This is an optimization exercise on Yosys and OpenROAD, whose aim is small area, a short achievable clock period and few clock cycles, not a production implementation.
At most, simulation tests tie the RTL to the original design; equivalence was not proved.
The RTL of run 3 was laid out without a check of its function.
No activity file was given, so power comes from the tool's default toggle rates.

`design.v`:
```
module pool_tx (
    input  wire       clk,
    input  wire       rst,
    input  wire       cmd_valid,
    output wire       cmd_ready,
    input  wire [2:0] cmd_op,
    input  wire [7:0] cmd_data,
    output reg        rsp_valid,
    output reg  [1:0] rsp_status,
    output reg        rsp_page_done,
    output reg        tx_valid,
    output reg  [7:0] tx_data,
    output reg        tx_last,
    input  wire       tx_ready
);
    localparam FD  = 16;          
    localparam FAW = 4;           
    reg [4:0] ph;
    reg       a_v, b_v;
    reg [6:0] a_op, b_op;
    reg [7:0] a_d, b_d;
    reg       rdy;
    assign cmd_ready = rdy;
    wire accept = cmd_valid && rdy;
    wire [6:0] in_op = (cmd_op == 3'd0) ? 7'b0000001 :
                       (cmd_op == 3'd1) ? 7'b0000010 :
                       (cmd_op == 3'd2) ? 7'b0000100 :
                       (cmd_op == 3'd3) ? 7'b0001000 :
                       (cmd_op == 3'd4) ? 7'b0010000 :
                       (cmd_op == 3'd5) ? 7'b0100000 : 7'b1000000;
    wire x_app  = a_op[0];
    wire x_com  = a_op[1];
    wire x_send = a_op[2];
    wire x_ck   = a_op[3];
    wire x_mis  = a_op[4];
    wire x_pre  = a_op[5];
    reg [4:0] used;         
    reg [4:0] sent;         
    reg [4:0] last_len;     
    reg       overflowed;
    reg       tx_active;
    reg       ovf_pending;
    reg [2:0] ncks [0:15];  
    reg [2:0] run_ck;       
    reg [4:0] po;           
    reg [3:0] base;         
    reg [3:0] ap;           
    reg       full;         
    reg       ll30;         
    reg       pool_empty;   
    reg       conf;         
    reg       s_eq;         
    reg [7:0]     fifo [0:FD-1];
    reg [FD-1:0]  f_wa;     
    reg [FAW-1:0] f_rp;
    reg [FAW:0]   f_cnt;
    reg           f_empty, f_full;
    reg [4:0]     w_dist;   
    reg [4:0]     w_j;      
    reg [3:0]     w_s;      
    reg           wr_v;     
    reg [3:0]     wr_s;
    reg [7:0]     wr_d;
    wire          w_go = !f_empty && w_dist == 5'd0;
    wire [7:0] tap [0:15];
    genvar gs;
    generate
        for (gs = 0; gs < 16; gs = gs + 1) begin : g_slot
            reg  [255:0] r;
            wire [7:0]   d0 = (wr_v && wr_s == gs) ? wr_d : r[255:248];
            always @(posedge clk)
                r <= {r[247:0], d0};
            if (gs == 0) begin : g_t0
                assign tap[gs] = d0;
            end else begin : g_tn
                assign tap[gs] = r[8*gs-1 -: 8];
            end
        end
    endgenerate
    reg       c_v, c_ovf, c_hdr;    
    reg [3:0] c_slot;
    reg [4:0] c_lst;                
    reg [4:0] c_j;
    reg [7:0] c_h;
    reg [4:0] c_rel;
    reg       n_v, n_ovf;
    reg [3:0] n_slot;
    reg [4:0] n_lst;
    reg [7:0] n_h;
    reg [4:0] n_rel;
    reg       i_v, i_last;
    reg [7:0] i_d;
    wire      o_free   = !tx_valid || tx_ready;
    wire      out_free = !i_v || o_free;
    reg [7:0] o_copy;
    always @(posedge clk)
        tx_data <= o_free ? i_d : o_copy;
    wire      c_wait   = !f_empty && (c_slot == w_s || c_slot == w_s + 4'd1);
    wire      ld_ovf   = c_v && c_ovf;
    wire      ld_hdr   = c_v && !c_ovf && !c_hdr && c_rel == 5'd31 && !c_wait;
    wire      ld_body  = c_v && !c_ovf &&  c_hdr && c_rel == c_j;
    wire      c_lastb  = (c_j == c_lst);
    wire      c_done   = out_free && (ld_ovf || (ld_body && c_lastb));
    wire      c_free   = !c_v || c_done;
    wire       a_ovf    = full && used[4];
    wire [3:0] nxt_p    = full ? ap : ap + 4'd1;    
    wire       app_wr   = !tx_active && !overflowed && !a_ovf;
    wire       app_stall = app_wr && (f_full || (pool_empty && !f_empty) || conf);
    wire       s_done   = tx_active && s_eq;
    wire       s_page   = tx_active && !s_eq;
    wire       send_stall = (ovf_pending || s_page) && n_v;
    wire       s_wrap;
    wire [3:0] s_slot;
    assign {s_wrap, s_slot} = {1'b0, base} + {1'b0, sent[3:0]};
    wire [4:0] s_rel    = ph - po - {s_wrap, base} + 5'd1;    
    wire       s_lastsl = (sent + 5'd1 == used);
    wire [4:0] s_lst    = s_lastsl ? last_len - 5'd1 : 5'd30;
    wire [7:0] s_h      = {1'b0, used[3:0] - sent[3:0] - 4'd1, ncks[s_slot]};
    wire       can_exec = !(x_app && app_stall) && !(x_send && send_stall);
    wire       exec     = a_v && can_exec;
    wire       push     = exec && x_send && (ovf_pending || s_page);
    wire       up       = exec && x_app && app_wr;
    wire       page_rst = exec && ((x_send && s_done) || x_pre);
    wire [2:0] new_ck   = (full ? 3'd0 : run_ck) - a_d[2:0];
    integer k;
    always @(posedge clk) begin
        for (k = 0; k < FD; k = k + 1)
            if (up && f_wa[k])
                fifo[k] <= a_d;
        if (up) begin
            ncks[ap] <= new_ck;
            run_ck <= new_ck;
        end
    end
    always @(posedge clk) begin
        if (rst) begin
            ph <= 5'd0;
            a_v <= 1'b0;
            b_v <= 1'b0;
            rdy <= 1'b0;
            used <= 5'd0;
            sent <= 5'd0;
            last_len <= 5'd31;
            overflowed <= 1'b0;
            tx_active <= 1'b0;
            ovf_pending <= 1'b0;
            po <= 5'd0;
            base <= 4'd0;
            ap <= 4'd0;
            full <= 1'b1;
            ll30 <= 1'b0;
            pool_empty <= 1'b1;
            conf <= 1'b0;
            s_eq <= 1'b1;
            f_wa <= 1;
            f_rp <= 0;
            f_cnt <= 0;
            f_empty <= 1'b1;
            f_full <= 1'b0;
            w_dist <= 5'd0;
            w_j <= 5'd0;
            w_s <= 4'd0;
            wr_v <= 1'b0;
            c_v <= 1'b0;
            n_v <= 1'b0;
            rsp_valid <= 1'b0;
            rsp_status <= 2'd0;
            rsp_page_done <= 1'b0;
            tx_valid <= 1'b0;
            tx_last <= 1'b0;
            i_v <= 1'b0;
            i_last <= 1'b0;
            o_copy <= 8'd0;
        end else begin
            ph <= ph + 5'd1;
            if (!a_v || can_exec) begin
                if (b_v) begin
                    a_v <= 1'b1; a_op <= b_op; a_d <= b_d;
                    b_v <= 1'b0;
                end else begin
                    a_v <= accept; a_op <= in_op; a_d <= cmd_data;
                end
                rdy <= 1'b1;
            end else if (accept) begin
                b_v <= 1'b1; b_op <= in_op; b_d <= cmd_data;
                rdy <= 1'b0;
            end
            wr_v <= w_go;
            wr_s <= w_s;
            wr_d <= fifo[f_rp];
            w_dist <= w_dist + 5'd1 - {4'd0, w_go};
            if (w_go) begin
                f_rp <= f_rp + 1'b1;
                if (w_j == 5'd30) begin
                    w_j <= 5'd0;
                    w_s <= w_s + 4'd1;
                end else
                    w_j <= w_j + 5'd1;
            end
            if (up) f_wa <= {f_wa[FD-2:0], f_wa[FD-1]};
            if (up)
                f_cnt <= w_go ? f_cnt : f_cnt + 1'b1;
            else
                f_cnt <= w_go ? f_cnt - 1'b1 : f_cnt;
            f_empty <= (f_cnt == 0 && !up) || (f_cnt == 1 && w_go && !up);
            f_full  <= (f_cnt == FD && !(w_go && !up)) || (f_cnt == FD-1 && up && !w_go);
            if (up && pool_empty) begin
                po <= ph + FD;
                w_dist <= 5'd2 - FD;
                w_j <= 5'd0;
                w_s <= base;
            end
            rsp_valid <= exec;
            rsp_status <= 2'd0;
            rsp_page_done <= 1'b0;
            if (exec) begin
                if (x_app) begin
                    if (tx_active) rsp_status <= 2'd2;
                    else if (overflowed) rsp_status <= 2'd1;
                    else if (a_ovf) begin
                        overflowed <= 1'b1;
                        ovf_pending <= 1'b1;
                        rsp_status <= 2'd1;
                    end else begin
                        pool_empty <= 1'b0;
                        if (full) begin
                            used <= used + 5'd1;
                            s_eq <= 1'b0;
                            last_len <= 5'd1;
                            full <= 1'b0;
                            ll30 <= 1'b0;
                        end else begin
                            last_len <= last_len + 5'd1;
                            full <= ll30;
                            ll30 <= last_len == 5'd29;
                            if (ll30) ap <= ap + 4'd1;
                        end
                    end
                end
                if (x_com) begin
                    if (!tx_active && used != 5'd0) tx_active <= 1'b1;
                    else rsp_status <= 2'd1;
                end
                if (x_send) begin
                    rsp_page_done <= s_done;
                    if (ovf_pending) begin
                        ovf_pending <= 1'b0;
                        rsp_status <= 2'd2;
                    end else if (s_page) begin
                        sent <= sent + 5'd1;
                        s_eq <= s_lastsl;
                        rsp_status <= 2'd1;
                    end
                end
                if (x_ck && sent != 5'd0) begin
                    sent <= sent - 5'd1;
                    s_eq <= 1'b0;
                end
                if (x_mis) begin
                    sent <= 5'd0;
                    s_eq <= pool_empty;
                end
                if (a_op[6]) rsp_status <= 2'd3;
            end
            if (page_rst) begin
                s_eq <= 1'b1;
                base <= nxt_p;
                ap <= nxt_p;
                full <= 1'b1;
                ll30 <= 1'b0;
                pool_empty <= 1'b1;
                used <= 5'd0;
                sent <= 5'd0;
                last_len <= 5'd31;
                overflowed <= 1'b0;
                tx_active <= 1'b0;
            end
            conf <= (c_v && !c_ovf && (c_slot == ap || c_slot == ap + 4'd1)) ||
                    (n_v && !n_ovf && (n_slot == ap || n_slot == ap + 4'd1));
            if (o_free) begin
                tx_valid <= i_v;
                o_copy   <= i_d;
                tx_last  <= i_last;
            end
            if (out_free) begin
                if (ld_ovf) begin
                    i_v    <= 1'b1;
                    i_d    <= 8'h04;
                    i_last <= 1'b1;
                end else if (ld_hdr) begin
                    i_v    <= 1'b1;
                    i_d    <= c_h;
                    i_last <= 1'b0;
                    c_hdr  <= 1'b1;
                    c_j    <= 5'd0;
                end else if (ld_body) begin
                    i_v    <= 1'b1;
                    i_d    <= tap[c_slot];
                    i_last <= c_lastb;
                    c_j    <= c_j + 5'd1;
                end else begin
                    i_v    <= 1'b0;
                    i_last <= 1'b0;
                end
            end
            c_rel <= c_rel + 5'd1;
            n_rel <= n_rel + 5'd1;
            if (c_free) begin
                if (n_v) begin
                    c_v <= 1'b1; c_ovf <= n_ovf; c_hdr <= 1'b0;
                    c_slot <= n_slot; c_lst <= n_lst; c_h <= n_h;
                    c_rel <= n_rel + 5'd1;
                end else if (push) begin
                    c_v <= 1'b1; c_ovf <= ovf_pending; c_hdr <= 1'b0;
                    c_slot <= s_slot; c_lst <= s_lst; c_h <= s_h;
                    c_rel <= s_rel;
                end else
                    c_v <= 1'b0;
            end
            if (push && !c_free) begin
                n_v <= 1'b1; n_ovf <= ovf_pending;
                n_slot <= s_slot; n_lst <= s_lst; n_h <= s_h;
                n_rel <= s_rel;
            end else if (c_free)
                n_v <= 1'b0;
        end
    end
endmodule
```
`flow/run.sh`:
```
#!/bin/bash
# The standard layout (standard.sh: the standard flow's synthesis, floorplan, placement,
# CTS and routing, unchanged), with two placement/repair knobs:
#  - ports are buffered with buf_4 cells rather than the default choice;
set -euo pipefail
export SETUP_SLACK_MARGIN=8.4
export BUFFER_PORTS_ARGS="-buffer_cell sky130_fd_sc_hd__buf_4"
bash standard.sh > standard.log 2>&1
```
`standard.sh`:
```
#!/bin/bash
# synth_recipe.tcl (not shown) runs the flow's synth.tcl, then flattens the netlist and writes it again
# the make line also repeats each setting of config.mk as NAME=value (left out here)
make -C /OpenROAD-flow-scripts/flow DESIGN_CONFIG=/design/flow/config.mk WORK_HOME=/design/flow/orfs CLKGATE_MAP_FILE= SYNTH_SCRIPT=/design/flow/synth_recipe.tcl "${@:-finish}"
```
`config.mk`:
```
export PLATFORM = sky130hd
export DESIGN_NAME = pool_tx
export DESIGN_NICKNAME = pool_tx
export VERILOG_FILES = /design/flow/design.v
export SDC_FILE = /design/flow/constraint.sdc
export NUM_CORES = 4
export LEC_CHECK = 0
export CAP_MARGIN = 20
export CORE_MARGIN = 2
export CORE_UTILIZATION = 75
export CTS_CLUSTER_DIAMETER = 50
export CTS_CLUSTER_SIZE = 30
export SLEW_MARGIN = 20
```
`constraint.sdc`:
```
create_clock -name core_clock -period 12.0 [get_ports {clk}]
set_input_delay 2.4000 -clock core_clock [delete_from_list [all_inputs] [get_ports {clk}]]
set_output_delay 2.4000 -clock core_clock [all_outputs]
set_load 0.01 [all_outputs]
```
==> reports/metrics.csv, run 1 <==
stage,metric,value,unit
outcome,outcome,timing/DRC/antenna clean,
synth,ys.flop_type,dfxtp_1,
worst_setup_path,r2r-end,ncks[1][0]$_DFFE_PP_,
worst_setup_path,required,9600,ps
floorplan,fp.dieH,372,um
worst_setup_path,cp_num_cells,1,
clock_network,clockBufferDepth,3,
synth,yosysWarnings,2,
drt,wl_per_cell,21.7,um
worst_hold_path,holdPathStages,0,
sta,finalCritPeriodShare,0.309,
worst_setup_path,path_buf_inv,1,
sta,slew-limit-headroom,0.283,
drt,via_count,39500,
worst_setup_path,start_kind,register,
floorplan,ioPinCount,30,
sta,whs,317,ps
grt,grt_antenna_before_repair,22,
synth,yosysSeqAreaShare,0.911,
grt,grt_overflow,0,
synth,syn_inst,5730,
drt,drt_iter0_drc,3032,
grt,track_usage,0.250,
layout,post-route-util,0.825,
power_and_ir_drop,total_power,24.1,mW
clock_network,clk_latency,840,ps
worst_hold_path,hold_path_class,reg2reg,
worst_setup_path,r2r_setup_slack,8760,ps
worst_setup_path,worstPathCellList,buf_6,
synth,netlist_area,0.102,mm^2
floorplan,core_area,0.135,mm^2
drt,ant_nets,0,
synth,syn_nets,5803,
clock_network,path_clk_slew,100,ps
synth,synth_top_cell_area_share,0.828,
sta,tightest_slew,1070,ps
sta,worst_clock_skew,33.4,ps
clock_network,cts_buffers,200,
worst_setup_path,slowest_delay,370,ps
synth,yosysTopAreaCell,dfxtp_1,
clock_network,htreeDepth,4,
synth,ys_ff_latch,4487,
clock_network,clkSinkCount,4487,
worst_hold_path,hp-start,g_slot[0].r[162]$_DFF_P_,
synth,synth_edf_count,279,
worst_setup_path,r2r-start,tx_active$_SDFFE_PP0P_,
drt,vias_per_cell,5.04,
layout,area_growth,9.45,%
grt,grt_max_degree,47,
job,maxCapViolCount,0,
power_and_ir_drop,vdd_drop_max,181,uV
worst_hold_path,holdPathEnd,g_slot[0].r[170]$_DFF_P_,
worst_setup_path,crit_path_top_delay_cell,dfxtp_4,
drt,wirelength,170,mm
power_and_ir_drop,cellLeakagePower,43.7,nW
synth,avgSynthCellArea,17.7,um^2
floorplan,placementRows,135,
synth,async_flop_share,0,
clock_network,cts_tree,built,
sta,finalSetupViolations,0,
power_and_ir_drop,power.density,217,mW/mm^2
worst_setup_path,cp_top_family,flip-flops,
sta,hold_viol_final,0,
sta,slew_viol_final,0,
layout,drive_gt1_frac,0.107,
floorplan,fp.dieArea,0.139,mm^2
worst_setup_path,r2r_cells,6,
sta,max_freq,269,MHz
layout,nets,5972,
synth,synthDistinctLibCells,84,
sta,rsz0062_at_grt,yes,
grt,grt_pass1_wl,255,mm
grt,first_global_vias,41200,
sta,fin_setup_tns,0,ps
worst_setup_path,cp.arrival,1310,ps
floorplan,die_x,372,um
worst_setup_path,crit_fanout,4,
synth,ys_top_cells_by_area,"dfxtp_1, edfxtp_1, mux2_2",
sta,fin_crit,3710,ps
worst_setup_path,setup.worst_path.class,reg2out,
clock_network,cts_hold_buf,0,
placement,port_buffers,29,
floorplan,start_util,0.754,
placement,dp_hpwl,92.6,mm
drt,drc_errors,0,
worst_setup_path,endpoint_kind,output port,
drt,first_pass_iters,6,
clock_network,clock-root-buffer,clkbuf_16,
placement,gp_congestion,0.849,
per-stage QoR:
stage / cell area (um^2) / cells / setup WS [ps]
2_1_floorplan: 102000 / 5730 / 8220
3_3_place_gp: 104000 / 7477 / 7420
3_5_place_dp: 104000 / 7477 / 7360
4_1_cts: 111000 / 7826 / 8230
5_1_grt: 111000 / 7826 / 8230
6_report: 111000 / 7830 / 8290
state kept, by name (all words and copies together), names as in the netlist, 7 cells and up:
| name | cells |
|---|---|
| o_copy | 8 |
| a_op | 7 |
| fifo | 128 |
| a_d | 8 |
| tx_data | 8 |
| i_d | 8 |
| b_op | 7 |
| f_wa | 16 |
| wr_d | 8 |
| n_h | 7 |
| g_slot.r | 4096 |
| ncks | 48 |
| b_d | 8 |
| c_h | 7 |
cell usage after synthesis (24+ instances only):
master / instances
a21oi_1: 86
a22oi_1: 33
buf_2: 24
clkbuf_1: 55
dfxtp_1: 4208
edfxtp_1: 279
ha_1: 51
inv_1: 72
mux2_2: 179
nand2_1: 106
nand3_1: 35
nor2_1: 115
nor2b_1: 24
nor3_1: 26
o21ai_0: 32
xnor2_1: 43
xor2_1: 46
kinds of logic (layout without fill, tap and decap cells):
group / Yosys count / in the layout / share of synthesized area
multiplexers: 225 / 225 / 0.0272
XOR/XNOR: 89 / 89 / 0.00766
flip-flops: 4487 / 4487 / 0.911
buffers and inverters: 171 / 486 / 0.00683
adder cells (fa/ha/maj): 58 / 58 / 0.00765
AND/OR/NAND/NOR: 418 / 418 / 0.0206
AO/OA/AOI/OAI: 282 / 282 / 0.0194
other: 0 / 4 / 0
per-layer routing:
layer | global-route usage | vias up | share of wire
met4 | 0.0785 | 4 | 0.030
met5 | 0 | - | 0.00016
met2 | 0.412 | 876 | 0.48
met3 | 0.0366 | 272 | 0.041
met1 | 0.348 | 19400 | 0.45
li1 | - | 18900 | -
where the power goes:
part           leakage, nW  total [mW]  internal (mW)  switching, mW
combinational         3.82       0.284         0.0933          0.191
sequential            36.4        15.2           15.2         0.0803
clock                 3.46        8.57           3.84           4.73
cells in the final DEF (no fill, tap or decap), drive strengths merged, types with 9 or more instances in the layout:
| cell type | netlist | final |
|---|---|---|
| a211oi | 12 | 12 |
| nor2 | 117 | 117 |
| a32o | 9 | 9 |
| a21oi | 87 | 87 |
| mux2i | 23 | 23 |
| ha | 51 | 51 |
| and3 | 14 | 14 |
| a222oi | 14 | 14 |
| xnor2 | 43 | 43 |
| mux4 | 20 | 20 |
| inv | 73 | 125 |
| a22o | 13 | 13 |
| a221oi | 10 | 10 |
| dfxtp | 4208 | 4208 |
| o21ai | 36 | 36 |
| nor2b | 25 | 25 |
| and2 | 17 | 17 |
| xor2 | 46 | 46 |
| nor3b | 12 | 12 |
| a22oi | 33 | 33 |
| clkbuf | 55 | 230 |
| nand4 | 18 | 18 |
| nand2 | 107 | 107 |
| bufinv | 0 | 18 |
| nand3 | 36 | 36 |
| a31oi | 12 | 12 |
| mux2 | 182 | 182 |
| edfxtp | 279 | 279 |
| nor3 | 26 | 26 |
| clkinv | 0 | 40 |
| nand3b | 9 | 9 |
| buf | 43 | 65 |
| nand2b | 12 | 12 |
worst max-delay path by stage:
stage	to	start	slack, ps
4_1_cts	cmd_ready	rdy$_SDFFE_PP0P_	8230
3_5_place_dp	n_h[0]$_DFFE_PP_	tx_ready	7360
5_1_grt	cmd_ready	rdy$_SDFFE_PP0P_	8230
3_3_place_gp	n_h[0]$_DFFE_PP_	tx_ready	7420
2_1_floorplan	c_h[0]$_DFFE_PP_	tx_ready	8220
6_report	cmd_ready	rdy$_SDFFE_PP0P_	8290
layout make-up:
type / instances / area, um^2
diodes: 4 / 10.0
multi-input cells: 1072 / 8470
clock inverters: 118 / 1690
well taps: 1781 / 2230
clock buffers: 230 / 5440
inverters: 73 / 275
repair buffers: 65 / 557
fillers: 6059 / 23700
flip-flops and latches: 4487 / 92600
timing repair:
action | 4_1_cts | 5_1_grt
buffers inserted | 1 | 0
endpoints found under the setup margin | 32 | 47
pin swaps | 1 | 0
endpoints found under the hold margin | 0 | 0
gates resized for setup | 29 | 4
Testbench counts, summed over its fixed seeds: cycles 77,774.
==> run 2, diff against run 1 <==
--- a/config.mk
+++ b/config.mk
@@ -7,7 +7,7 @@
 export LEC_CHECK = 0
 export CAP_MARGIN = 20
 export CORE_MARGIN = 2
-export CORE_UTILIZATION = 75
+export CORE_UTILIZATION = 60
 export CTS_CLUSTER_DIAMETER = 50
 export CTS_CLUSTER_SIZE = 30
 export SLEW_MARGIN = 20
==> reports/metrics.csv, run 2 <==
stage,metric,value,unit
power_and_ir_drop,cellLeakagePower,43.9,nW
synth,ys_ff_latch,4487,
layout,layout_common_cells,"dfxtp_1, edfxtp_1, clkbuf_16, mux2_2",
synth,ys.flop_type,dfxtp_1,
layout,nets,5990,
power_and_ir_drop,sw_frac_of_total,0.208,
synth,synth_edf_count,279,
drt,wl_per_cell,17.5,um
synth,syn_inst,5730,
grt,grt_max_degree,47,
floorplan,start_util,0.602,
worst_setup_path,required,9600,ps
clock_network,clock-root-buffer,clkbuf_16,
clock_network,clockBufferDepth,3,
synth,yosysSeqAreaShare,0.911,
worst_setup_path,path_buf_inv,1,
job,maxCapViolCount,0,
worst_setup_path,crit_path_top_delay_cell,dfxtp_2,
layout,reg_top3,"g_slot.r x4096, fifo x128, ncks x48",
sta,rsz0062_at_grt,yes,
clock_network,htreeDepth,4,
synth,yosysWarnings,2,
sta,setup_ws,8290,ps
floorplan,fp.dieArea,0.173,mm^2
sta,hold_viol_final,0,
power_and_ir_drop,combPwrFrac,0.012,
sta,fin_crit,3710,ps
layout,final_common_cell,dfxtp_1,
drt,ant_nets,0,
drt,drt_iter0_drc,2310,
sta,fin_setup_tns,0,ps
drt,wirelength,145,mm
grt,grt_antenna_before_repair,12,
placement,dpl.cell_count,7918,
layout,largest_reg_flops,4096,
floorplan,ioPinCount,30,
placement,port_buffers,29,
power_and_ir_drop,power.internal,19.2,mW
synth,synth_most_common_cell,dfxtp_1,
placement,placed_area,0.105,mm^2
power_and_ir_drop,switching_power,5.03,mW
floorplan,fp.dieH,416,um
drt,via_count,38100,
floorplan,placementRows,151,
drt,vias_per_cell,4.59,
clock_network,clkSinkCount,4487,
synth,synthDistinctLibCells,84,
power_and_ir_drop,total_power,24.2,mW
power_and_ir_drop,pwr-share-seq,0.629,
worst_setup_path,worstPathCellList,buf_6,
clock_network,cts_tree,built,
layout,stdcell_area,0.112,mm^2
layout,top_register,g_slot.r,
synth,ys_top_cells_by_area,"dfxtp_1, edfxtp_1, mux2_2",
sta,max_freq,270,MHz
worst_setup_path,setup.worst_path.class,reg2out,
drt,drc_errors,0,
sta,slew-limit-headroom,0.323,
sta,whs,316,ps
grt,grt_pass1_wl,220,mm
clock_network,cts_buffers,213,
clock_network,path_clk_slew,100,ps
outcome,outcome,timing/DRC/antenna clean,
sta,finalCritPeriodShare,0.309,
grt,track_usage,0.168,
synth,synth_commonest_cells,"dfxtp_1, edfxtp_1, mux2_2, nor2_1, nand2_1",
sta,slew_viol_final,0,
power_and_ir_drop,vdd_drop_max,150,uV
layout,post-route-util,0.665,
layout,area_growth,10.5,%
worst_setup_path,crit_fanout,2,
drt,first_pass_iters,5,
worst_hold_path,hold_path_class,reg2reg,
synth,syn_nets,5803,
worst_setup_path,slowest_delay,370,ps
worst_setup_path,cp.arrival,1310,ps
power_and_ir_drop,p_clk_frac,0.360,
layout,drive_gt1_frac,0.113,
worst_setup_path,start_kind,register,
clock_network,clk_latency,840,ps
floorplan,die_x,416,um
clock_network,cts_hold_buf,0,
placement,dp_hpwl,87.9,mm
sta,tightest_slew,1010,ps
placement,gp_congestion,0.793,
synth,netlist_area,0.102,mm^2
power_and_ir_drop,power.density,216,mW/mm^2
placement,pre_cts_ws,7330,ps
floorplan,core_area,0.169,mm^2
layout,final-instance-count-excl-fill,8304,
synth,yosysTopAreaCell,dfxtp_1,
synth,avgSynthCellArea,17.7,um^2
sta,worst_clock_skew,30.3,ps
worst_setup_path,cp_top_family,flip-flops,
layout,fill_cells,11600,
synth,synth_top_cell_area_share,0.828,
grt,grt_overflow,0,
sta,finalSetupViolations,0,
grt,first_global_vias,36800,
synth,async_flop_share,0,
worst_setup_path,endpoint_kind,output port,
[run 2: cells by family (layout without fill, tap and decap cells)]
logic type | count (synthesis) | after routing | synth area share
AOI/OAI and AO/OA | 282 | 282 | 0.0194
xor gates and xnor gates | 89 | 89 | 0.00766
adders and majority gates | 58 | 58 | 0.00765
buffers and inverters | 171 | 524 | 0.00683
DFF | 4487 | 4487 | 0.911
muxes | 225 | 225 | 0.0272
other | 0 | 3 | 0
and+or+nand+nor | 418 | 418 | 0.0206
[run 2: what timing repair did]
| item | 4_1_cts | 5_1_grt |
|---|---|---|
| pin swaps | 1 | 0 |
| setup endpoints to repair | 32 | 47 |
| buffers inserted | 2 | 0 |
| gates resized for setup | 29 | 4 |
[run 2: final timing paths]
kind	startpoint	endpoint	slack (ps)	cells after the start
worst max register to register	tx_active$_SDFFE_PP0P_	ncks[1][0]$_DFFE_PP_	8830	6
worst min-delay path	g_slot[0].r[13]$_DFF_P_	g_slot[0].r[21]$_DFF_P_	320	0
worst min register to register	g_slot[0].r[13]$_DFF_P_	g_slot[0].r[21]$_DFF_P_	320	0
worst max-delay path	tx_valid$_SDFFE_PP0N_	tx_valid	8290	1
[run 2: area by class of cell]
type / instances / area (um^2) / area share
clock buffers: 234 / 5600 / 0.0499
inverters: 73 / 277 / 0.00246
diodes: 3 / 7.51 / 0.0000668
well taps: 2218 / 2780 / 0.0247
repair buffers: 70 / 598 / 0.00532
flip-flops and latches: 4487 / 92600 / 0.825
clock inverters: 147 / 1980 / 0.0176
multi-input cells: 1072 / 8460 / 0.0753
[run 2: power groups by stage]
stage	clock [mW]	combinational (mW)	sequential, mW
after floorplan	0	0.170	15.5
after global placement	0	0.286	15.6
after detailed placement	0	0.289	15.6
after CTS	8.95	0.290	15.2
after global routing	9.48	0.313	15.3
final	8.71	0.284	15.2
[run 2: per-layer routing]
metal / wire, um / global-route usage
met5: 0 / 0
met3: 5250 / 0.0297
met4: 3670 / 0.0512
met2: 61700 / 0.250
met1: 74400 / 0.255
==> run 3, diff against run 2 <==
--- a/design.v
+++ b/design.v
@@ -77,17 +77,28 @@
             end
         end
     endgenerate
+    localparam QD = 16;
+    localparam QW = 4;
     reg       c_v, c_ovf, c_hdr;    
     reg [3:0] c_slot;
     reg [4:0] c_lst;                
     reg [4:0] c_j;
     reg [7:0] c_h;
     reg [4:0] c_rel;
-    reg       n_v, n_ovf;
-    reg [3:0] n_slot;
-    reg [4:0] n_lst;
-    reg [7:0] n_h;
-    reg [4:0] n_rel;
+    reg [QD-1:0] q_v;               
+    reg [QD-1:0] q_ovf;             
+    reg [1:0]    q_tag  [0:QD-1];
+    reg [3:0]    q_ring [0:QD-1];
+    reg [QW-1:0] q_wp, q_rp;
+    reg [QW:0]   q_cnt;
+    wire         q_empty = (q_cnt == 0);
+    wire         q_full  = q_cnt[QW];
+    reg [1:0]    t_cur;             
+    reg [3:0]    pg_base [0:3];
+    reg [4:0]    pg_po   [0:3];
+    reg [3:0]    pg_last [0:3];     
+    reg [3:0]    pg_top  [0:3];     
+    reg [4:0]    pg_lst  [0:3];     
     reg       i_v, i_last;
     reg [7:0] i_d;
     wire      o_free   = !tx_valid || tx_ready;
@@ -108,7 +119,7 @@
     wire       app_stall = app_wr && (f_full || (pool_empty && !f_empty) || conf);
     wire       s_done   = tx_active && s_eq;
     wire       s_page   = tx_active && !s_eq;
-    wire       send_stall = (ovf_pending || s_page) && n_v;
+    wire       send_stall = (ovf_pending || s_page) && q_full;
     wire       s_wrap;
     wire [3:0] s_slot;
     assign {s_wrap, s_slot} = {1'b0, base} + {1'b0, sent[3:0]};
@@ -116,9 +127,34 @@
     wire       s_lastsl = (sent + 5'd1 == used);
     wire [4:0] s_lst    = s_lastsl ? last_len - 5'd1 : 5'd30;
     wire [7:0] s_h      = {1'b0, used[3:0] - sent[3:0] - 4'd1, ncks[s_slot]};
-    wire       can_exec = !(x_app && app_stall) && !(x_send && send_stall);
+    wire [3:0] h_ring   = q_ring[q_rp];
+    wire [1:0] h_tag    = q_tag[q_rp];
+    wire [3:0] h_base   = pg_base[h_tag];
+    wire [4:0] h_lst    = (h_ring == pg_last[h_tag]) ? pg_lst[h_tag] : 5'd30;
+    wire [7:0] h_h      = {1'b0, pg_top[h_tag] - (h_ring - h_base), ncks[h_ring]};
+    wire [4:0] h_org    = pg_po[h_tag] + {h_ring < h_base, h_base};
+    wire [4:0] h_rel    = ph - h_org + 5'd1;
+    reg        q_conf;
+    reg [3:0]  q_tags;
+    integer    qi;
+    always @(*) begin
+        q_conf = 1'b0;
+        q_tags = 4'b0000;
+        for (qi = 0; qi < QD; qi = qi + 1)
+            if (q_v[qi] && !q_ovf[qi]) begin
+                if (q_ring[qi] == ap || q_ring[qi] == ap + 4'd1)
+                    q_conf = 1'b1;
+                q_tags[q_tag[qi]] = 1'b1;
+            end
+    end
+    wire       com_ok   = !tx_active && used != 5'd0;
+    wire       com_stall = com_ok && q_tags[t_cur + 2'd1];
+    wire       can_exec = !(x_app && app_stall) && !(x_send && send_stall) &&
+                          !(x_com && com_stall);
     wire       exec     = a_v && can_exec;
     wire       push     = exec && x_send && (ovf_pending || s_page);
+    wire       q_push   = push && !(c_free && q_empty);
+    wire       commit_ok = exec && x_com && com_ok;
     wire       up       = exec && x_app && app_wr;
     wire       page_rst = exec && ((x_send && s_done) || x_pre);
     wire [2:0] new_ck   = (full ? 3'd0 : run_ck) - a_d[2:0];
@@ -162,7 +198,11 @@
             w_s <= 4'd0;
             wr_v <= 1'b0;
             c_v <= 1'b0;
-            n_v <= 1'b0;
+            q_v <= 0;
+            q_wp <= 0;
+            q_rp <= 0;
+            q_cnt <= 0;
+            t_cur <= 2'd0;
             rsp_valid <= 1'b0;
             rsp_status <= 2'd0;
             rsp_page_done <= 1'b0;
@@ -238,7 +278,7 @@
                     end
                 end
                 if (x_com) begin
-                    if (!tx_active && used != 5'd0) tx_active <= 1'b1;
+                    if (com_ok) tx_active <= 1'b1;
                     else rsp_status <= 2'd1;
                 end
                 if (x_send) begin
@@ -275,8 +315,7 @@
                 overflowed <= 1'b0;
                 tx_active <= 1'b0;
             end
-            conf <= (c_v && !c_ovf && (c_slot == ap || c_slot == ap + 4'd1)) ||
-                    (n_v && !n_ovf && (n_slot == ap || n_slot == ap + 4'd1));
+            conf <= (c_v && !c_ovf && (c_slot == ap || c_slot == ap + 4'd1)) || q_conf;
             if (o_free) begin
                 tx_valid <= i_v;
                 o_copy   <= i_d;
@@ -304,12 +343,11 @@
                 end
             end
             c_rel <= c_rel + 5'd1;
-            n_rel <= n_rel + 5'd1;
             if (c_free) begin
-                if (n_v) begin
-                    c_v <= 1'b1; c_ovf <= n_ovf; c_hdr <= 1'b0;
-                    c_slot <= n_slot; c_lst <= n_lst; c_h <= n_h;
-                    c_rel <= n_rel + 5'd1;
+                if (!q_empty) begin
+                    c_v <= 1'b1; c_ovf <= q_ovf[q_rp]; c_hdr <= 1'b0;
+                    c_slot <= h_ring; c_lst <= h_lst; c_h <= h_h;
+                    c_rel <= h_rel;
                 end else if (push) begin
                     c_v <= 1'b1; c_ovf <= ovf_pending; c_hdr <= 1'b0;
                     c_slot <= s_slot; c_lst <= s_lst; c_h <= s_h;
@@ -317,12 +355,29 @@
                 end else
                     c_v <= 1'b0;
             end
-            if (push && !c_free) begin
-                n_v <= 1'b1; n_ovf <= ovf_pending;
-                n_slot <= s_slot; n_lst <= s_lst; n_h <= s_h;
-                n_rel <= s_rel;
-            end else if (c_free)
-                n_v <= 1'b0;
+            if (c_free && !q_empty) begin
+                q_v[q_rp] <= 1'b0;
+                q_rp <= q_rp + 1'b1;
+            end
+            if (q_push) begin
+                q_v[q_wp] <= 1'b1;
+                q_ovf[q_wp] <= ovf_pending;
+                q_tag[q_wp] <= t_cur;
+                q_ring[q_wp] <= s_slot;
+                q_wp <= q_wp + 1'b1;
+            end
+            if (q_push && !(c_free && !q_empty))
+                q_cnt <= q_cnt + 1'b1;
+            else if (!q_push && (c_free && !q_empty))
+                q_cnt <= q_cnt - 1'b1;
+            if (commit_ok) begin
+                t_cur <= t_cur + 2'd1;
+                pg_base[t_cur + 2'd1] <= base;
+                pg_po[t_cur + 2'd1]   <= po;
+                pg_last[t_cur + 2'd1] <= ap;
+                pg_top[t_cur + 2'd1]  <= used[3:0] - 4'd1;
+                pg_lst[t_cur + 2'd1]  <= last_len - 5'd1;
+            end
         end
     end
 endmodule
==> reports/metrics.csv, run 3 <==
stage,metric,value,unit
layout,drive_gt1_frac,0.154,
clock_network,clk_latency,920,ps
drt,first_pass_iters,5,
synth,synth_commonest_cells,"dfxtp_1, edfxtp_1, mux2_2, nor2_1, xnor2_1",
synth,ys_top_cells_by_area,"dfxtp_1, edfxtp_1, mux2_2",
layout,area_growth,13.3,%
outcome,outcome,timing/DRC/antenna clean,
placement,placed_area,0.118,mm^2
floorplan,start_util,0.602,
sta,finalSetupViolations,0,
sta,worst_clock_skew,58.4,ps
layout,largest_reg_flops,4096,
clock_network,cts_hold_buf,0,
sta,finalCritPeriodShare,0.350,
layout,fill_cells,12700,
floorplan,core_area,0.190,mm^2
drt,via_count,48100,
drt,vias_per_cell,4.90,
grt,grt_max_degree,69,
worst_setup_path,cp.arrival,4820,ps
power_and_ir_drop,total_power,29.0,mW
drt,ant_nets,0,
synth,yosysSeqAreaShare,0.865,
worst_setup_path,setup.worst_path.class,reg2reg,
drt,wl_per_cell,20.7,um
clock_network,path_clk_slew,100,ps
placement,pre_cts_ws,6560,ps
sta,max_freq,238,MHz
floorplan,die_x,440,um
clock_network,htreeDepth,5,
placement,gp_congestion,0.884,
clock_network,clockBufferDepth,4,
drt,drc_errors,0,
synth,synth_most_common_cell,dfxtp_1,
worst_hold_path,holdPathStages,0,
placement,dp_hpwl,127,mm
power_and_ir_drop,vdd_drop_max,146,uV
job,maxCapViolCount,0,
floorplan,fp.dieH,440,um
synth,async_flop_share,0,
clock_network,cts_buffers,280,
floorplan,placementRows,160,
layout,nets,7225,
placement,port_buffers,29,
layout,layout_common_cells,"dfxtp_1, edfxtp_1, clkbuf_16, mux2_2, nor2_1",
grt,first_global_vias,47000,
worst_setup_path,required,12620,ps
grt,track_usage,0.209,
floorplan,fp.dieArea,0.194,mm^2
synth,synth_edf_count,457,
sta,setup_ws,7800,ps
synth,yosysTopAreaCell,dfxtp_1,
grt,grt_overflow,0,
drt,wirelength,203,mm
layout,stdcell_area,0.129,mm^2
floorplan,ioPinCount,30,
layout,final_common_cell,dfxtp_1,
synth,yosysWarnings,2,
worst_hold_path,hold_path_class,reg2reg,
worst_setup_path,crit_fanout,11,
sta,fin_setup_tns,0,ps
worst_setup_path,r2r_cells,16,
sta,slew_viol_final,0,
sta,fin_crit,4200,ps
drt,drt_iter0_drc,3278,
layout,top_register,g_slot.r,
worst_setup_path,r2r-end,c_rel[4]$_DFFE_PN_,
clock_network,clkSinkCount,4699,
synth,synthDistinctLibCells,87,
sta,slew-limit-headroom,0.253,
grt,grt_antenna_before_repair,16,
worst_hold_path,hp-start,g_slot[15].r[244]$_DFF_P_,
synth,syn_nets,6895,
grt,grt_pass1_wl,300,mm
worst_setup_path,r2r_setup_slack,7800,ps
worst_setup_path,start_kind,register,
worst_setup_path,endpoint_kind,register,
sta,hold_viol_final,0,
synth,syn_inst,6784,
sta,rsz0062_at_grt,yes,
sta,tightest_slew,1120,ps
clock_network,cts_tree,built,
layout,multi_input_area,0.0156,mm^2
power_and_ir_drop,cellLeakagePower,49.8,nW
worst_hold_path,holdPathEnd,g_slot[15].r[252]$_DFF_P_,
power_and_ir_drop,power.density,224,mW/mm^2
synth,synth_top_cell_area_share,0.744,
clock_network,clock-root-buffer,clkbuf_16,
synth,avgSynthCellArea,16.8,um^2
synth,ys.flop_type,dfxtp_1,
layout,reg_top3,"g_slot.r x4096, fifo x128, q_ring x64",
synth,netlist_area,0.114,mm^2
synth,ys_ff_latch,4699,
layout,ff_latch_area,0.0987,mm^2
## run 3: cell count changes in the layout (fill, tap and decap cells not counted), sizes merged, moves of 37 or more
cell and change:
nor3 +37, nor2 +89, o21ai +79, buf +103
nand3 +44, edfxtp +178, mux2i +53, clkbuf +84
xnor2 +81
## run 3: metal layers
layer | GRT usage | part of all wire | up-vias
met5 | 0 | 0.000054 | -
met4 | 0.0681 | 0.029 | 2
met3 | 0.0301 | 0.039 | 357
met2 | 0.329 | 0.45 | 945
met1 | 0.301 | 0.48 | 23400
li1 | - | - | 23400
## run 3: worst max-delay path, cell delays in order, from the launching register on
cell and delay, ps:
dfxtp_4 350, buf_12 130, mux4_2 560, a22oi_2 260, nand2_4 110, buf_12 160, mux2_4 310, o21ai_4 140
fa_1 470, ha_4 300, ha_1 220, a21o_1 170, a21oi_2 180, xnor2_2 150, xnor2_2 140, xnor2_1 140
o221ai_1 120
## run 3: repair_timing
item,in CTS,in global routing
gates cloned,10,8
setup endpoints to repair,496,350
setup buffers,63,18
resized for setup,138,62
pin swaps,30,33
## run 3: worst max path at each step
| stage | startpoint | to | slack [ps] | cells past startpoint |
|---|---|---|---|---|
| 4_1_cts | register | c_rel[4]$_DFFE_PN_ | 7880 | 18 |
| 5_1_grt | register | c_rel[4]$_DFFE_PN_ | 7670 | 16 |
| 2_1_floorplan | register | c_rel[4]$_DFFE_PN_ | 7750 | 18 |
| 6_report | register | c_rel[4]$_DFFE_PN_ | 7800 | 16 |
| 3_5_place_dp | register | c_rel[4]$_DFFE_PN_ | 6560 | 17 |
| 3_3_place_gp | register | c_rel[4]$_DFFE_PN_ | 6570 | 17 |
## run 3: cell type report
class,count,area share
inverters,111,0.00338
diodes,6,0.000116
multi-input cells,1844,0.120
well taps,2511,0.0243
flip-flops and latches,4699,0.763
repair inverters,1,0.0000484
repair buffers,177,0.0130
clock inverters,159,0.0175
clock buffers,316,0.0578
## run 3: report_power, final
part	switching, mW	internal [mW]
sequential	0.149	16.1
clock	5.32	5.09
combinational	1.42	0.964
## run 3: metrics by stage
stage	hold slack [ps]	utilization	cells
2_1_floorplan	310	-	6784
4_1_cts	298	0.679	9792
3_5_place_dp	312	0.622	9244
5_1_grt	309	0.682	9818
6_report	296	0.682	9824
3_3_place_gp	309	0.622	9244
## run 3: cell families (layout without fill, tap and decap cells)
| kind of cell | after synthesis | after routing | share of synthesized area |
|---|---|---|---|
| multiplexers | 343 | 343 | 0.0385 |
| buffers and inverters | 254 | 764 | 0.00865 |
| AND/OR/NAND/NOR | 722 | 735 | 0.0332 |
| flip-flops | 4699 | 4699 | 0.865 |
| XOR/XNOR | 207 | 207 | 0.0160 |
| adder cells (fa/ha/maj) | 96 | 96 | 0.0114 |
| AO/OA/AOI/OAI | 463 | 463 | 0.0275 |
| other | 0 | 6 | 0 |
==> run 4, diff against run 3 <==
--- a/design.v
+++ b/design.v
@@ -62,7 +62,8 @@
     reg [3:0]     wr_s;
     reg [7:0]     wr_d;
     wire          w_go = !f_empty && w_dist == 5'd0;
-    wire [7:0] tap [0:15];
+    wire [7:0] tap  [0:15];     
+    wire [7:0] tapb [0:15];     
     genvar gs;
     generate
         for (gs = 0; gs < 16; gs = gs + 1) begin : g_slot
@@ -75,6 +76,7 @@
             end else begin : g_tn
                 assign tap[gs] = r[8*gs-1 -: 8];
             end
+            assign tapb[gs] = r[8*(gs+16)-1 -: 8];
         end
     endgenerate
     localparam QD = 16;
@@ -85,6 +87,7 @@
     reg [4:0] c_j;
     reg [7:0] c_h;
     reg [4:0] c_rel;
+    reg       c_b;                  
     reg [QD-1:0] q_v;               
     reg [QD-1:0] q_ovf;             
     reg [1:0]    q_tag  [0:QD-1];
@@ -95,10 +98,10 @@
     wire         q_full  = q_cnt[QW];
     reg [1:0]    t_cur;             
     reg [3:0]    pg_base [0:3];
-    reg [4:0]    pg_po   [0:3];
-    reg [3:0]    pg_last [0:3];     
-    reg [3:0]    pg_top  [0:3];     
+    reg [4:0]    pg_rel  [0:3];     
+    reg [3:0]    pg_tb   [0:3];     
     reg [4:0]    pg_lst  [0:3];     
+    reg [3:0]    q_tags;            
     reg       i_v, i_last;
     reg [7:0] i_d;
     wire      o_free   = !tx_valid || tx_ready;
@@ -108,7 +111,7 @@
         tx_data <= o_free ? i_d : o_copy;
     wire      c_wait   = !f_empty && (c_slot == w_s || c_slot == w_s + 4'd1);
     wire      ld_ovf   = c_v && c_ovf;
-    wire      ld_hdr   = c_v && !c_ovf && !c_hdr && c_rel == 5'd31 && !c_wait;
+    wire      ld_hdr   = c_v && !c_ovf && !c_hdr && c_rel[3:0] == 4'd15 && !c_wait;
     wire      ld_body  = c_v && !c_ovf &&  c_hdr && c_rel == c_j;
     wire      c_lastb  = (c_j == c_lst);
     wire      c_done   = out_free && (ld_ovf || (ld_body && c_lastb));
@@ -123,28 +126,28 @@
     wire       s_wrap;
     wire [3:0] s_slot;
     assign {s_wrap, s_slot} = {1'b0, base} + {1'b0, sent[3:0]};
-    wire [4:0] s_rel    = ph - po - {s_wrap, base} + 5'd1;    
+    wire [4:0] s_rel    = {pg_rel[t_cur][4] ^ s_wrap, pg_rel[t_cur][3:0]};
     wire       s_lastsl = (sent + 5'd1 == used);
     wire [4:0] s_lst    = s_lastsl ? last_len - 5'd1 : 5'd30;
     wire [7:0] s_h      = {1'b0, used[3:0] - sent[3:0] - 4'd1, ncks[s_slot]};
     wire [3:0] h_ring   = q_ring[q_rp];
     wire [1:0] h_tag    = q_tag[q_rp];
     wire [3:0] h_base   = pg_base[h_tag];
-    wire [4:0] h_lst    = (h_ring == pg_last[h_tag]) ? pg_lst[h_tag] : 5'd30;
-    wire [7:0] h_h      = {1'b0, pg_top[h_tag] - (h_ring - h_base), ncks[h_ring]};
-    wire [4:0] h_org    = pg_po[h_tag] + {h_ring < h_base, h_base};
-    wire [4:0] h_rel    = ph - h_org + 5'd1;
+    wire [3:0] h_seq    = pg_tb[h_tag] - h_ring;
+    wire [4:0] h_lst    = (h_seq == 4'd0) ? pg_lst[h_tag] : 5'd30;
+    wire [7:0] h_h      = {1'b0, h_seq, ncks[h_ring]};
+    wire [4:0] h_rel    = {pg_rel[h_tag][4] ^ (h_ring < h_base), pg_rel[h_tag][3:0]};
     reg        q_conf;
-    reg [3:0]  q_tags;
+    reg [3:0]  q_tagc;
     integer    qi;
     always @(*) begin
         q_conf = 1'b0;
-        q_tags = 4'b0000;
+        q_tagc = 4'b0000;
         for (qi = 0; qi < QD; qi = qi + 1)
             if (q_v[qi] && !q_ovf[qi]) begin
                 if (q_ring[qi] == ap || q_ring[qi] == ap + 4'd1)
                     q_conf = 1'b1;
-                q_tags[q_tag[qi]] = 1'b1;
+                q_tagc[q_tag[qi]] = 1'b1;
             end
     end
     wire       com_ok   = !tx_active && used != 5'd0;
@@ -332,9 +335,10 @@
                     i_last <= 1'b0;
                     c_hdr  <= 1'b1;
                     c_j    <= 5'd0;
+                    c_b    <= !c_rel[4];
                 end else if (ld_body) begin
                     i_v    <= 1'b1;
-                    i_d    <= tap[c_slot];
+                    i_d    <= c_b ? tapb[c_slot] : tap[c_slot];
                     i_last <= c_lastb;
                     c_j    <= c_j + 5'd1;
                 end else begin
@@ -343,6 +347,8 @@
                 end
             end
             c_rel <= c_rel + 5'd1;
+            if (out_free && !ld_ovf && ld_hdr)
+                c_rel <= 5'd0;
             if (c_free) begin
                 if (!q_empty) begin
                     c_v <= 1'b1; c_ovf <= q_ovf[q_rp]; c_hdr <= 1'b0;
@@ -370,12 +376,15 @@
                 q_cnt <= q_cnt + 1'b1;
             else if (!q_push && (c_free && !q_empty))
                 q_cnt <= q_cnt - 1'b1;
+            q_tags <= q_tagc;
+            for (qi = 0; qi < 4; qi = qi + 1)
+                pg_rel[qi] <= pg_rel[qi] + 5'd1;
+            if (commit_ok)
+                pg_rel[t_cur + 2'd1] <= ph + 5'd2 - po - {1'b0, base};
             if (commit_ok) begin
                 t_cur <= t_cur + 2'd1;
                 pg_base[t_cur + 2'd1] <= base;
-                pg_po[t_cur + 2'd1]   <= po;
-                pg_last[t_cur + 2'd1] <= ap;
-                pg_top[t_cur + 2'd1]  <= used[3:0] - 4'd1;
+                pg_tb[t_cur + 2'd1]   <= full ? ap - 4'd1 : ap;
                 pg_lst[t_cur + 2'd1]  <= last_len - 5'd1;
             end
         end
--- a/config.mk
+++ b/config.mk
@@ -8,6 +8,6 @@
 export CAP_MARGIN = 20
 export CORE_MARGIN = 2
 export CORE_UTILIZATION = 60
-export CTS_CLUSTER_DIAMETER = 50
+export CTS_CLUSTER_DIAMETER = 65
 export CTS_CLUSTER_SIZE = 30
 export SLEW_MARGIN = 20
==> reports/metrics.csv, run 4 <==
stage,metric,value,unit
outcome,outcome,timing/DRC/antenna clean,
synth,ys_ff_latch,4690,
floorplan,fp.dieArea,0.193,mm^2
job,maxCapViolCount,0,
placement,placed_area,0.118,mm^2
synth,avgSynthCellArea,16.7,um^2
sta,rsz0062_at_grt,yes,
clock_network,clkSinkCount,4690,
layout,reg_top3,"g_slot.r x4096, fifo x128, q_ring x64",
grt,grt_max_degree,55,
synth,ys_top_cells_by_area,"dfxtp_1, edfxtp_1, mux2_2",
placement,gp_congestion,0.863,
drt,wl_per_cell,21.5,um
grt,grt_antenna_before_repair,12,
sta,slew_viol_final,0,
grt,track_usage,0.213,
layout,nets,7100,
grt,first_global_vias,46800,
synth,netlist_area,0.114,mm^2
worst_hold_path,holdPathStages,0,
drt,ant_nets,0,
drt,wirelength,206,mm
drt,via_count,48400,
layout,final_common_cell,dfxtp_1,
drt,drc_errors,0,
layout,layout_common_cells,"dfxtp_1, edfxtp_1, clkbuf_16, mux2_2, nand2_1",
floorplan,core_area,0.188,mm^2
synth,synth_top_cell_area_share,0.745,
sta,finalCritPeriodShare,0.313,
drt,drt_iter0_drc,3866,
worst_setup_path,start_kind,register,
sta,tightest_slew,1130,ps
synth,synth_most_common_cell,dfxtp_1,
layout,stdcell_area,0.124,mm^2
drt,first_pass_iters,6,
worst_hold_path,hold_path_class,reg2reg,
worst_setup_path,crit_fanout,3,
sta,hold_viol_final,0,
layout,drive_gt1_frac,0.107,
sta,max_freq,267,MHz
placement,port_buffers,29,
synth,yosysTopAreaCell,dfxtp_1,
synth,syn_inst,6835,
synth,yosysSeqAreaShare,0.863,
worst_setup_path,required,9600,ps
synth,synthDistinctLibCells,89,
sta,worst_clock_skew,29.8,ps
clock_network,htreeDepth,4,
sta,finalSetupViolations,0,
clock_network,cts_tree,built,
worst_setup_path,endpoint_kind,output port,
synth,ys.flop_type,dfxtp_1,
floorplan,die_x,440,um
worst_setup_path,crit_path_top_delay_cell,dfxtp_4,
worst_setup_path,r2r_cells,14,
worst_hold_path,holdPathEnd,g_slot[13].r[240]$_DFF_P_,
floorplan,start_util,0.606,
synth,synth_edf_count,446,
worst_hold_path,hp-start,g_slot[13].r[232]$_DFF_P_,
worst_setup_path,r2r-end,q_cnt[4]$_SDFFE_PP0P_,
worst_setup_path,r2r_setup_slack,8410,ps
synth,yosysWarnings,2,
floorplan,ioPinCount,30,
worst_setup_path,worstPathCellList,buf_6,
layout,post-route-util,0.660,
worst_setup_path,slowest_delay,370,ps
placement,dp_hpwl,130,mm
layout,largest_reg_flops,4096,
sta,slew-limit-headroom,0.244,
clock_network,cts_hold_buf,0,
clock_network,cts_buffers,193,
sta,fin_crit,3750,ps
worst_setup_path,setup.worst_path.class,reg2out,
clock_network,clk_latency,860,ps
power_and_ir_drop,vdd_drop_max,166,uV
sta,fin_setup_tns,0,ps
synth,async_flop_share,0,
synth,syn_nets,6935,
worst_setup_path,r2r-start,t_cur[0]$_SDFFE_PP0P_,
drt,vias_per_cell,5.05,
worst_setup_path,path_buf_inv,1,
synth,synth_commonest_cells,"dfxtp_1, edfxtp_1, mux2_2, nand2_1, nor2_1",
power_and_ir_drop,cellLeakagePower,47.8,nW
clock_network,path_clk_slew,100,ps
floorplan,placementRows,159,
clock_network,clockBufferDepth,3,
worst_setup_path,cp_top_family,flip-flops,
layout,area_growth,9.00,%
grt,grt_overflow,0,
layout,top_register,g_slot.r,
floorplan,fp.dieH,440,um
power_and_ir_drop,power.density,208,mW/mm^2
layout,final-instance-count-excl-fill,9579,
placement,dpl.cell_count,9260,
clock_network,clock-root-buffer,clkbuf_16,
grt,grt_pass1_wl,303,mm
worst_setup_path,cp.arrival,1350,ps
==> run 4: cell count changes after synthesis, sizes merged, moves of 20 or more <==
cell    previous run  this run
mux2             212       192
a22oi             39        86
xnor2            124        91
xor2              82       121
clkbuf            91       119
nand2            119       188
nor2             203       175
o21ai            115        87
==> run 4: cell families (layout without fill, tap and decap cells) <==
| kind of cell | count (synthesis) | count (layout) | share of synthesized area |
|---|---|---|---|
| xor gates and xnor gates | 216 | 216 | 0.0171 |
| adders and majority gates | 85 | 85 | 0.00999 |
| buffers and inverters | 265 | 504 | 0.00902 |
| DFF | 4690 | 4690 | 0.863 |
| AOI/OAI and AO/OA | 531 | 531 | 0.0327 |
| muxes | 330 | 330 | 0.0365 |
| other | 0 | 9 | 0 |
| and+or+nand+nor | 718 | 719 | 0.0318 |
==> run 4: report_power, final <==
part / total (mW) / internal (mW) / switching [mW]
Combinational: 1.82 / 0.688 / 1.14
Sequential: 16.2 / 16.0 / 0.170
Clock: 7.84 / 3.26 / 4.58
Total: 25.9 / 20.0 / 5.89
==> run 4: routing by layer <==
metal,vias up,share of wire,global-route usage
met4,0,0.025,0.0568
li1,23200,-,-
met2,996,0.44,0.323
met5,-,0,0
met3,309,0.042,0.0308
met1,24000,0.50,0.323
==> run 4: layout make-up <==
type	count	area, um^2
repair buffers	136	1240
multi-input cells	1881	15200
fillers	13100	64000
well taps	2495	3120
clock inverters	49	763
clock buffers	221	5140
inverters	98	377
flip-flops and latches	4690	98400
diodes	9	22.5
==> run 4: timing repair <==
action,CTS,global route
pin swaps,8,7
endpoints found under the setup margin,438,64
gates resized for setup,69,17
setup buffers,23,14
gates cloned,3,0
==> run 4: through the flow <==
step                      setup slack, ps  hold WS, ps  total power, mW
after global placement               7040          310             18.2
after detailed placement             7020          312             18.3
after global routing                 8190          319             26.8
final                                8250          317             25.9
after floorplan                      7700          310             17.6
after CTS                            8170          312             26.0
==> run 4: how the worst max path moves through the flow <==
stage                                      from                endpoint  slack [ps]  cells past startpoint
final                     tx_valid$_SDFFE_PP0N_                tx_valid        8250                      1
after global routing      tx_valid$_SDFFE_PP0N_                tx_valid        8190                      1
after CTS                 tx_valid$_SDFFE_PP0N_                tx_valid        8170                      1
after detailed placement               tx_ready  q_ring[1][2]$_DFFE_PP_        7020                      8
after global placement                 tx_ready   q_tag[1][1]$_DFFE_PP_        7040                      8
after floorplan                        tx_ready   q_cnt[4]$_SDFFE_PP0P_        7700                     10
Testbench counts of run 4, summed over its fixed seeds: cycles 51,443.
==> run 5, diff against run 4 <==
--- a/config.mk
+++ b/config.mk
@@ -8,6 +8,6 @@
 export CAP_MARGIN = 20
 export CORE_MARGIN = 2
 export CORE_UTILIZATION = 60
-export CTS_CLUSTER_DIAMETER = 65
+export CTS_CLUSTER_DIAMETER = 50
 export CTS_CLUSTER_SIZE = 30
 export SLEW_MARGIN = 20
==> reports/metrics.csv, run 5 <==
stage,metric,value,unit
outcome,outcome,timing/DRC/antenna clean,
synth,ys_top_cells_by_area,"dfxtp_1, edfxtp_1, mux2_2",
floorplan,ioPinCount,30,
layout,top_register,g_slot.r,
sta,finalSetupViolations,0,
sta,fin_crit,3750,ps
synth,ys.flop_type,dfxtp_1,
clock_network,cts_hold_buf,0,
worst_setup_path,slowest_delay,360,ps
synth,yosysTopAreaCell,dfxtp_1,
synth,yosysSeqAreaShare,0.863,
power_and_ir_drop,power.density,217,mW/mm^2
drt,vias_per_cell,5.02,
floorplan,core_area,0.188,mm^2
layout,reg_top3,"g_slot.r x4096, fifo x128, q_ring x64",
grt,grt_overflow,0,
worst_setup_path,worstSetupEndpoint,tx_valid,
grt,track_usage,0.215,
worst_setup_path,setup.worst_path.class,reg2out,
job,maxCapViolCount,0,
drt,via_count,48900,
layout,drive_gt1_frac,0.129,
placement,gp_congestion,0.863,
sta,tightest_slew,1150,ps
drt,wirelength,207,mm
synth,syn_nets,6935,
grt,first_global_vias,47600,
synth,async_flop_share,0,
placement,placed_area,0.118,mm^2
worst_setup_path,r2r_setup_slack,8420,ps
worst_setup_path,r2r_cells,14,
worst_setup_path,worstPathCellList,buf_6,
placement,pre_cts_ws,7020,ps
clock_network,clk_latency,900,ps
drt,drt_iter0_drc,3645,
floorplan,die_x,440,um
clock_network,cts_tree,built,
worst_setup_path,cp_top_family,flip-flops,
power_and_ir_drop,cellLeakagePower,49.1,nW
floorplan,fp.dieH,440,um
floorplan,placementRows,159,
synth,avgSynthCellArea,16.7,um^2
worst_setup_path,cp.arrival,1350,ps
worst_setup_path,r2r-end,q_cnt[4]$_SDFFE_PP0P_,
layout,fill_cells,12900,
sta,slew_viol_final,0,
drt,first_pass_iters,8,
layout,largest_reg_flops,4096,
synth,netlist_area,0.114,mm^2
synth,yosysWarnings,2,
sta,worst_clock_skew,51.3,ps
layout,area_growth,11.3,%
clock_network,htreeDepth,4,
placement,dp_hpwl,130,mm
grt,grt_pass1_wl,307,mm
clock_network,clockBufferDepth,3,
synth,synth_top_cell_area_share,0.745,
synth,synth_most_common_cell,dfxtp_1,
clock_network,cts_buffers,239,
layout,layout_common_cells,"dfxtp_1, edfxtp_1, clkbuf_16, nand2_1, mux2_2",
layout,stdcell_area,0.127,mm^2
drt,drc_errors,0,
worst_setup_path,crit_fanout,3,
worst_setup_path,crit_start,tx_valid$_SDFFE_PP0N_,
worst_setup_path,path_buf_inv,1,
synth,synthDistinctLibCells,89,
worst_setup_path,crit_path_top_delay_cell,dfxtp_4,
sta,setup_ws,8250,ps
synth,ys_ff_latch,4690,
placement,port_buffers,29,
worst_setup_path,required,9600,ps
clock_network,clock-root-buffer,clkbuf_16,
sta,max_freq,267,MHz
power_and_ir_drop,vdd_drop_max,185,uV
grt,grt_antenna_before_repair,12,
drt,ant_nets,0,
clock_network,path_clk_slew,100,ps
sta,finalCritPeriodShare,0.312,
grt,grt_max_degree,55,
synth,syn_inst,6835,
layout,nets,7153,
floorplan,fp.dieArea,0.193,mm^2
worst_setup_path,cp_num_cells,1,
synth,synth_commonest_cells,"dfxtp_1, edfxtp_1, mux2_2, nand2_1, nor2_1",
worst_setup_path,start_kind,register,
power_and_ir_drop,total_power,27.6,mW
worst_setup_path,endpoint_kind,output port,
sta,hold_viol_final,0,
drt,wl_per_cell,21.3,um
layout,final_common_cell,dfxtp_1,
sta,rsz0062_at_grt,yes,
sta,slew-limit-headroom,0.230,
worst_setup_path,r2r-start,t_cur[0]$_SDFFE_PP0P_,
synth,synth_edf_count,446,
clock_network,clkSinkCount,4690,
sta,fin_setup_tns,0,ps
worst_hold_path,hold_path_class,reg2reg,
floorplan,start_util,0.606,
[run 5: kinds of logic after synthesis]
family / after synthesis / share of synthesized area
adders and majority gates: 85 / 0.00999
buffers and inverters: 265 / 0.00902
muxes: 330 / 0.0365
xor gates and xnor gates: 216 / 0.0171
AOI/OAI and AO/OA: 531 / 0.0327
DFF: 4690 / 0.863
and+or+nand+nor: 718 / 0.0318
[run 5: through the flow]
stage,utilization,instances,hold WS (ps)
floorplan,-,6835,310
global placement,0.625,9258,310
detailed placement,0.625,9260,312
CTS,0.673,9722,287
global route,0.674,9747,273
finish,0.674,9753,281
[run 5: worst min-delay path by stage]
stage / start / end / slack [ps] / depth (start not counted)
2_1_floorplan: g_slot[0].r[92]$_DFF_P_ / g_slot[0].r[100]$_DFF_P_ / 310 / 0
5_1_grt: g_slot[4].r[7]$_DFF_P_ / g_slot[4].r[15]$_DFF_P_ / 270 / 0
4_1_cts: g_slot[10].r[55]$_DFF_P_ / g_slot[10].r[63]$_DFF_P_ / 290 / 0
6_report: g_slot[10].r[55]$_DFF_P_ / g_slot[10].r[63]$_DFF_P_ / 280 / 0
3_5_place_dp: g_slot[10].r[224]$_DFF_P_ / g_slot[10].r[232]$_DFF_P_ / 310 / 0
3_3_place_gp: g_slot[2].r[160]$_DFF_P_ / g_slot[2].r[168]$_DFF_P_ / 310 / 0
[run 5: layout make-up]
type,instances,area [um^2],area share
Inverter,98,377,0.00297
Multi-Input combinational cell,1881,15200,0.120
Sequential cell,4690,98400,0.775
Clock inverter,172,2230,0.0176
Tap cell,2495,3120,0.0246
Timing Repair Buffer,143,1270,0.0100
Clock buffer,267,6310,0.0497
Antenna cell,7,17.5,0.000138
[run 5: power breakdown]
| part | switching, mW | internal (mW) | leakage (nW) |
|---|---|---|---|
| sequential | 0.171 | 16.0 | 38.3 |
| combinational | 1.13 | 0.689 | 6.70 |
| clock | 5.21 | 4.34 | 4.13 |
[run 5: repair_timing]
item / CTS / global route
pin swaps: 7 / 8
endpoints found under the setup margin: 448 / 78
cloned: 3 / 0
buffers inserted: 20 / 24
gates resized for setup: 64 / 19
[run 5: layer usage]
layer	global-route usage	wire length, um	vias to the layer above
met3	0.0337	9770	346
met2	0.328	91000	1065
met1	0.322	101000	24100
met5	0	0	-
li1	-	-	23400
met4	0.0573	5450	0

==> separate check: timing with driven ports <==
The results above use ideal ports. As a check the final layouts listed here were re-extracted and re-timed, cells and wires unchanged.
Step 1, drivers: a clkbuf_16 drives clk and a buf_2 each remaining input, both assumed.
Step 2 moves the port delays by t, midway between the first and last clock arrival at a register: inputs arrive t later, outputs are due t later. That takes back most of the time a late clock gives input paths.
Slacks: ideal ports / drivers / drivers and shift; pairs: ideal ports / drivers.
run | t (ns) | slack for setup (ns) | hold WS [ns] | clock arrival spread, ns
run 1 | 0.902 | 8.289 / 8.209 / 7.687 | 0.317 / 0.317 / 0.317 | 0.036 / 0.036
run 2 | 0.909 | 8.294 / 8.210 / 7.752 | 0.316 / 0.316 / 0.316 | 0.041 / 0.042
run 3 | 0.988 | 7.802 / 7.802 / 7.510 | 0.296 / 0.296 / 0.296 | 0.072 / 0.072
run 4 | 0.927 | 8.249 / 8.170 / 7.445 | 0.317 / 0.317 / 0.317 | 0.034 / 0.033
run 5 | 0.954 | 8.252 / 8.172 / 7.403 | 0.281 / 0.281 / 0.281 | 0.055 / 0.055
After both steps every run listed still meets setup and hold. For run 5, which loses most, drivers alone change the setup slack by -0.080 ns; drivers and shift together by -0.849 ns.
